Context: an optimization exercise on an open-source flow, tuned for small area, a short achievable clock period and few clock cycles per item. The choices shown serve that exercise and are no tape-out recipe.
Where RTL was checked, it was by simulation tests only, not by an equivalence proof against the original.

branch willow:
==> flow/design.v <==
module ble_sync_correlator (
    input  wire [31:0] window,    
    input  wire [31:0] aa,
    output wire [4:0]  ge
);
    wire [31:0] d;
    genvar k;
    generate
        for (k = 0; k < 32; k = k + 1) begin : g_d
            assign d[k] = window[k] ^ aa[31 - k];
        end
    endgenerate
    wire [1:0] p [0:15];
    generate
        for (k = 0; k < 16; k = k + 1) begin : g_p
            assign p[k] = {d[2*k] & d[2*k+1], d[2*k] | d[2*k+1]};
        end
    endgenerate
    wire [3:0] q [0:7];
    generate
        for (k = 0; k < 8; k = k + 1) begin : g_q
            ble_therm_merge #(.W(2)) u_m (.a({3'd0, p[2*k]}), .b({3'd0, p[2*k+1]}), .c(q[k]));
        end
    endgenerate
    wire [4:0] o [0:3];
    generate
        for (k = 0; k < 4; k = k + 1) begin : g_o
            ble_therm_merge #(.W(5)) u_m (.a({1'b0, q[2*k]}), .b({1'b0, q[2*k+1]}), .c(o[k]));
        end
    endgenerate
    wire [4:0] h0, h1;
    ble_therm_merge #(.W(5)) u_h0 (.a(o[0]), .b(o[1]), .c(h0));
    ble_therm_merge #(.W(5)) u_h1 (.a(o[2]), .b(o[3]), .c(h1));
    ble_therm_merge #(.W(5)) u_t  (.a(h0), .b(h1), .c(ge));
endmodule
module ble_therm_merge #(parameter W = 5) (
    input  wire [4:0]   a,
    input  wire [4:0]   b,
    output wire [W-1:0] c
);
    wire [5:0] ax = {a, 1'b1};    
    wire [5:0] bx = {b, 1'b1};
    genvar n, i;
    generate
        for (n = 1; n <= W; n = n + 1) begin : g_n
            wire [n:0] t;
            for (i = 0; i <= n; i = i + 1) begin : g_i
                assign t[i] = ax[i] & bx[n - i];
            end
            assign c[n-1] = |t;
        end
    endgenerate
endmodule
module ble_rx_deframer (
    input  wire        clk,
    input  wire        rst,             
    input  wire [31:0] cfg_aa,
    input  wire        cfg_phy2m,       
    input  wire [5:0]  cfg_channel,
    input  wire        cfg_whiten,
    input  wire [23:0] cfg_crc_init,
    input  wire        bit_valid,
    input  wire        bit_data,
    input  wire        bit_last,
    output wire        bit_ready,
    output reg         pdu_valid,
    output wire [7:0]  pdu_data,
    output wire        res_valid,
    output wire [11:0] res_flags,
    output wire [15:0] res_sync_pos,
    output wire [31:0] res_aa,
    output wire [15:0] res_hdr,
    output wire [7:0]  res_pdu_len,
    output wire [23:0] res_crc,
    output wire [23:0] res_crc_rx,
    output wire [15:0] res_nbits
);
    reg         ready_r;
    reg         d0, nv, l0;
    reg  [47:1] hist;
    reg         hdr15;
    reg  [31:0] aa_r;
    reg         phy_r, wht_r;
    reg  [15:0] nbits, pos;
    reg         ev, hitr, synced, frozen;
    reg  [23:0] crc, sr;
    reg  [6:0]  wh;
    reg  [2:0]  bitcnt;
    reg         hb;
    reg  [7:0]  bc;
    reg         p_hdr, p_pay, p_crc, done;    
    reg         mism, fin;
    reg         rv_r, ge32_r, full_r;
    reg         u;                            
    reg  [4:0]  psum;                         
    reg         rst_r;                        
    reg         o_nsyn, o_f9, o_f8, o_hv, o_ok;  
    assign bit_ready = ready_r;
    wire take_in = bit_valid & ready_r;
    reg  take, data, last;
    always @(posedge clk) begin
        take <= take_in & ~rst;
        data <= bit_data;
        last <= bit_last;
    end
    wire synced_any = synced | hitr;
    wire hdr_valid  = ~p_hdr;
    wire clr        = fin & ~done;
    assign res_valid = rv_r;
    wire start = rst_r | rv_r;
    wire full = full_r | (nbits[5] & (nbits[4] | (nbits[3] & ~phy_r)));
    wire [4:0] aa_ge;
    ble_sync_correlator u_corr (
        .window ({hist[31:1], d0}),
        .aa     (aa_r),
        .ge     (aa_ge)
    );
    wire       ge32   = ge32_r | nbits[5];
    wire       e_in   = (hist[31] ^ ~u) & ge32;
    wire       e_out  = ((phy_r ? hist[47] : hist[39]) ^ ~u) & full;
    wire       q      = aa_r[0] ^ ~u;
    wire [4:0] lpre   = phy_r ? 5'd16 : 5'd8;
    wire [4:0] pm     = q ? (lpre - psum) : psum;
    wire       hit    = (pm == 5'd0) ? ~aa_ge[4] :
                        (pm == 5'd1) ? ~aa_ge[3] :
                        (pm == 5'd2) ? ~aa_ge[2] :
                        (pm == 5'd3) ? ~aa_ge[1] :
                        (pm == 5'd4) ? ~aa_ge[0] : 1'b0;
    wire [4:0] psum_adj = (e_in & ~e_out) ? psum + 5'd1 :
                          (~e_in & e_out) ? psum - 5'd1 : psum;
    wire [15:0] nbits_inc, pos_inc;
    genvar gi;
    generate
        for (gi = 0; gi < 16; gi = gi + 1) begin : g_cnt
            assign nbits_inc[gi] = nbits[gi] ^ (take & ((gi == 0) | &nbits[(gi > 0 ? gi - 1 : 0):0]));
            assign pos_inc[gi]   = pos[gi] ^ ((ev & ~hitr) & ((gi == 0) | &pos[(gi > 0 ? gi - 1 : 0):0]));
        end
    endgenerate
    wire fbit     = nv & synced_any & ~done;
    wire dbit     = d0 ^ (wht_r & wh[0]);
    wire sin      = dbit & ~clr;
    wire byte_end = fbit & (bitcnt == 3'd7);
    wire [7:0] len = {hist[33], hist[34], hist[35], hist[36], hist[37], hist[38], hist[39], hist[40]};
    wire bc_eq    = (bc == len);
    wire bc_2     = (bc == 8'd2);
    wire in_pdu   = p_hdr | (p_pay & ~bc_eq);
    wire shift_en = (take | clr) & ~frozen & ~(hitr & nv);
    wire up_en    = synced_any ? ((fbit & p_hdr) | (clr & ~hdr_valid)) : shift_en;
    wire done_next = done | (byte_end & p_crc & bc_2);
    wire crc_fb  = crc[23] ^ dbit;
    wire crc_run = fbit & in_pdu;
    wire crc_sin = clr ? 1'b0 : (crc_run ? crc_fb : crc[23]);
    wire crc_tap = crc_run & crc_fb;
    wire synced_n = ~start & synced_any;
    wire done_n   = ~start & done_next;
    wire p_hdr_n  = start | (p_hdr & ~(byte_end & hb));
    wire mism_n   = (start | ~synced_any) ? 1'b0 :
                    (fbit & ~in_pdu) ? (mism | (crc[23] ^ dbit)) : mism;
    always @(posedge clk) begin
        aa_r  <= cfg_aa;
        o_nsyn <= ~synced_n;
        o_f9   <= ~synced_n | done_n;
        o_f8   <= ~(synced_n & done_n);
        o_hv   <= ~p_hdr_n;
        o_ok   <= done_n & ~mism_n;
        phy_r <= cfg_phy2m;
        wht_r <= cfg_whiten;
        if (rst)
            ready_r <= 1'b1;
        else if (take_in & bit_last)
            ready_r <= 1'b0;
        else if (res_valid)
            ready_r <= 1'b1;
        nv <= take & ~start;
        l0 <= take & last & ~start;
        if (take | clr)
            d0 <= data & ~clr;
        if (shift_en)
            hist[32:1] <= {hist[31:1], d0};
        if (up_en) begin
            hist[47:34] <= hist[46:33];
            hist[33]    <= synced_any ? sin : hist[32];
            hdr15       <= hist[47];
        end
        nbits  <= start ? 16'd0 : nbits_inc;
        u      <= ~start & (u ^ take);
        ge32_r <= ~start & ge32;
        full_r <= ~start & full;
        if (start | take)
            psum <= start ? 5'd0 : psum_adj;
        pos    <= (start | (clr & ~synced_any)) ? 16'd0 : pos_inc;
        ev     <= ~start & nv & full & ~synced_any;
        hitr   <= ~start & nv & full & ~synced_any & hit;
        rst_r  <= rst;
        synced <= synced_n;
        frozen <= ~start & (frozen | (synced_any & (take | clr | (hitr & nv))));
        if (~synced_any)
            wh <= {1'b1, cfg_channel};
        else if (fbit)
            wh <= {wh[5:0], wh[6] ^ wh[3]};
        if (~synced_any & ~clr)
            crc <= cfg_crc_init;
        else if (fbit | clr)
            crc <= {crc[22:0], crc_sin} ^ ({24{crc_tap}} & 24'h00065A);
        mism <= mism_n;
        if (fbit | clr)
            sr <= {sin, sr[23:1]};
        pdu_valid <= ~rst & ~start & byte_end & in_pdu;
        if (start) begin
            p_hdr <= 1'b1;
            p_pay <= 1'b0;
            p_crc <= 1'b0;
            done  <= 1'b0;
        end else if (byte_end) begin
            if (p_hdr & hb) begin
                p_hdr <= 1'b0;
                p_pay <= 1'b1;
            end
            if (p_pay & bc_eq) begin
                p_pay <= 1'b0;
                p_crc <= 1'b1;
            end
            if (p_crc & bc_2) begin
                p_crc <= 1'b0;
                done  <= 1'b1;
            end
        end
        if (start | (nv & l0 & ~done)) begin
            bitcnt <= 3'd0;
            bc     <= 8'd0;
        end else if (clr) begin
            {bc[2:0], bitcnt} <= {bc[2:0], bitcnt} + 6'd1;
        end else if (~synced_any) begin
            bitcnt <= 3'd0;
            bc     <= 8'd0;
        end else if (fbit) begin
            bitcnt <= bitcnt + 3'd1;
            if (byte_end & ~p_hdr)
                bc <= (p_pay & bc_eq) ? 8'd1 : bc + 8'd1;
        end
        if (start | ~synced_any)
            hb <= 1'b0;
        else if (byte_end)
            hb <= 1'b1;
        rv_r <= ~rst & ~start & ((((take & last) | (nv & l0 & ~done)) & done_next) |
                          (clr & (bc[2:0] == 3'd6) & (bitcnt == 3'd6)));
        if (start)
            fin <= 1'b0;
        else if (nv & l0 & ~done)
            fin <= 1'b1;
    end
    genvar g;
    generate
        for (g = 0; g < 32; g = g + 1) begin : g_aa
            assign res_aa[g] = hist[32 - g];
        end
        for (g = 1; g < 16; g = g + 1) begin : g_hdr
            assign res_hdr[g] = hist[48 - g];
        end
        for (g = 0; g < 24; g = g + 1) begin : g_crc
            assign res_crc[g] = crc[23 - g];
        end
    endgenerate
    assign res_hdr[0]   = hdr15;
    assign res_flags    = {synced, o_nsyn, o_f9, o_f8, 4'b0000, o_hv, synced, o_ok, o_ok};
    assign res_sync_pos = pos;
    assign res_pdu_len  = done ? len : {6'd0, hdr_valid, 1'b0};
    assign res_crc_rx   = sr;
    assign res_nbits    = nbits;
    assign pdu_data     = sr[23:16];
endmodule
export LEC_CHECK = 0
export CAP_MARGIN = 20
export CORE_MARGIN = 2
export CORE_UTILIZATION = 60
export PLACE_DENSITY = 0.75
export SLEW_MARGIN = 20
create_clock -name core_clock -period 8.5 [get_ports {clk}]
standard.sh (not shown) runs the stock make flow with config.mk's settings and CLKGATE_MAP_FILE= SYNTH_SCRIPT=/design/flow/synth_recipe.tcl, a recipe that flattens the netlist after the stock synthesis.
==> flow/flow/run.sh <==
#!/bin/bash
# Standard ORFS layout (the standard.sh) with: plain buf_1 cells as the
# port buffers, a larger setup margin for the resizer's timing repair, and a
# clock tree of clkbuf_8 buffers without dummy loads.
set -euo pipefail
cd "$(dirname "${BASH_SOURCE[0]}")/.."
export BUFFER_PORTS_ARGS="-buffer_cell sky130_fd_sc_hd__buf_1"
export SETUP_SLACK_MARGIN=5.45
export CTS_ARGS="-sink_clustering_enable -repair_clock_nets -dont_use_dummy_load -buf_list sky130_fd_sc_hd__clkbuf_8 -sink_clustering_size 16 -sink_clustering_max_diameter 60"
bash standard.sh > standard.log 2>&1
What branch pepper does differently from branch willow at the input level:
--- a/flow/design.v
+++ b/flow/design.v
@@ -93,21 +93,18 @@
     reg         rv_r, ge32_r, full_r;
     reg         u;                            
     reg  [4:0]  psum;                         
-    reg         rst_r;                        
+    reg         rst_d;                        
     reg         o_nsyn, o_f9, o_f8, o_hv, o_ok;  
     assign bit_ready = ready_r;
     wire take_in = bit_valid & ready_r;
-    reg  take, data, last;
-    always @(posedge clk) begin
-        take <= take_in & ~rst;
-        data <= bit_data;
-        last <= bit_last;
-    end
-    wire synced_any = synced | hitr;
+    wire take = take_in;
+    wire data = bit_data;
+    wire last = bit_last;
+    wire synced_any = synced | (hitr & ~rst_d);
     wire hdr_valid  = ~p_hdr;
     wire clr        = fin & ~done;
     assign res_valid = rv_r;
-    wire start = rst_r | rv_r;
+    wire start = rst | rv_r;
     wire full = full_r | (nbits[5] & (nbits[4] | (nbits[3] & ~phy_r)));
     wire [4:0] aa_ge;
     ble_sync_correlator u_corr (
@@ -171,8 +168,8 @@
             ready_r <= 1'b0;
         else if (res_valid)
             ready_r <= 1'b1;
-        nv <= take & ~start;
-        l0 <= take & last & ~start;
+        nv <= take & ~rst;
+        l0 <= take & last & ~rst;
         if (take | clr)
             d0 <= data & ~clr;
         if (shift_en)
@@ -190,8 +187,8 @@
             psum <= start ? 5'd0 : psum_adj;
         pos    <= (start | (clr & ~synced_any)) ? 16'd0 : pos_inc;
         ev     <= ~start & nv & full & ~synced_any;
-        hitr   <= ~start & nv & full & ~synced_any & hit;
-        rst_r  <= rst;
+        hitr   <= nv & full & ~synced_any & hit;
+        rst_d  <= rst;
         synced <= synced_n;
         frozen <= ~start & (frozen | (synced_any & (take | clr | (hitr & nv))));
         if (~synced_any)
@@ -205,7 +202,7 @@
         mism <= mism_n;
         if (fbit | clr)
             sr <= {sin, sr[23:1]};
-        pdu_valid <= ~rst & ~start & byte_end & in_pdu;
+        pdu_valid <= ~start & byte_end & in_pdu;
         if (start) begin
             p_hdr <= 1'b1;
             p_pay <= 1'b0;
@@ -242,7 +239,7 @@
             hb <= 1'b0;
         else if (byte_end)
             hb <= 1'b1;
-        rv_r <= ~rst & ~start & ((((take & last) | (nv & l0 & ~done)) & done_next) |
+        rv_r <= ~start & ((((take & last) | (nv & l0 & ~done)) & done_next) |
                           (clr & (bc[2:0] == 3'd6) & (bitcnt == 3'd6)));
         if (start)
             fin <= 1'b0;
## What came out
From branch willow to branch pepper the numbers moved as follows: data arrival time of the critical path closely matched the old numbers; post-synthesis cell count closely matched the old numbers; utilization of the core after routing increased by 0.38 points relative to the old numbers. Delta(area after synthesis, branch pepper - branch willow) < 0. When branch pepper is set beside branch willow, its minimum clock period turns out to be 0.010 ns larger. Compared to branch willow, branch pepper has sequential share of layout area 0.67 points lower.
Testbench counts of branch pepper, summed over its fixed seeds: cycles 147,147, bits 146,743.
The RTL of branch willow was laid out without a check of its function.

==> separate check: timing with driven ports <==
Ports are ideal in the flow. The routed layouts listed here were re-timed in OpenROAD. Step 1: set_driving_cell puts a clkbuf_16 on clk and a buf_2 on each other input, an assumption about the parent block. Step 2 moves the port delays by t, midway between the first and last clock arrival at a register: inputs arrive t later, outputs are due t later. That takes back most of the time a late clock gives input paths. Three values: no drivers, after step 1, after step 2; two values: the first two.
run | t (ns) | setup WS [ns] | worst data-port slew with drivers (ns)
branch willow | 0.520 | 5.515 / 5.477 / 5.665 | 0.07
branch pepper | 0.522 | 5.504 / 5.466 / 5.005 | 0.06
After both steps setup and hold are still met in every run listed. For branch pepper, which loses most, drivers alone change the setup slack by -0.038 ns; drivers and shift together by -0.499 ns.
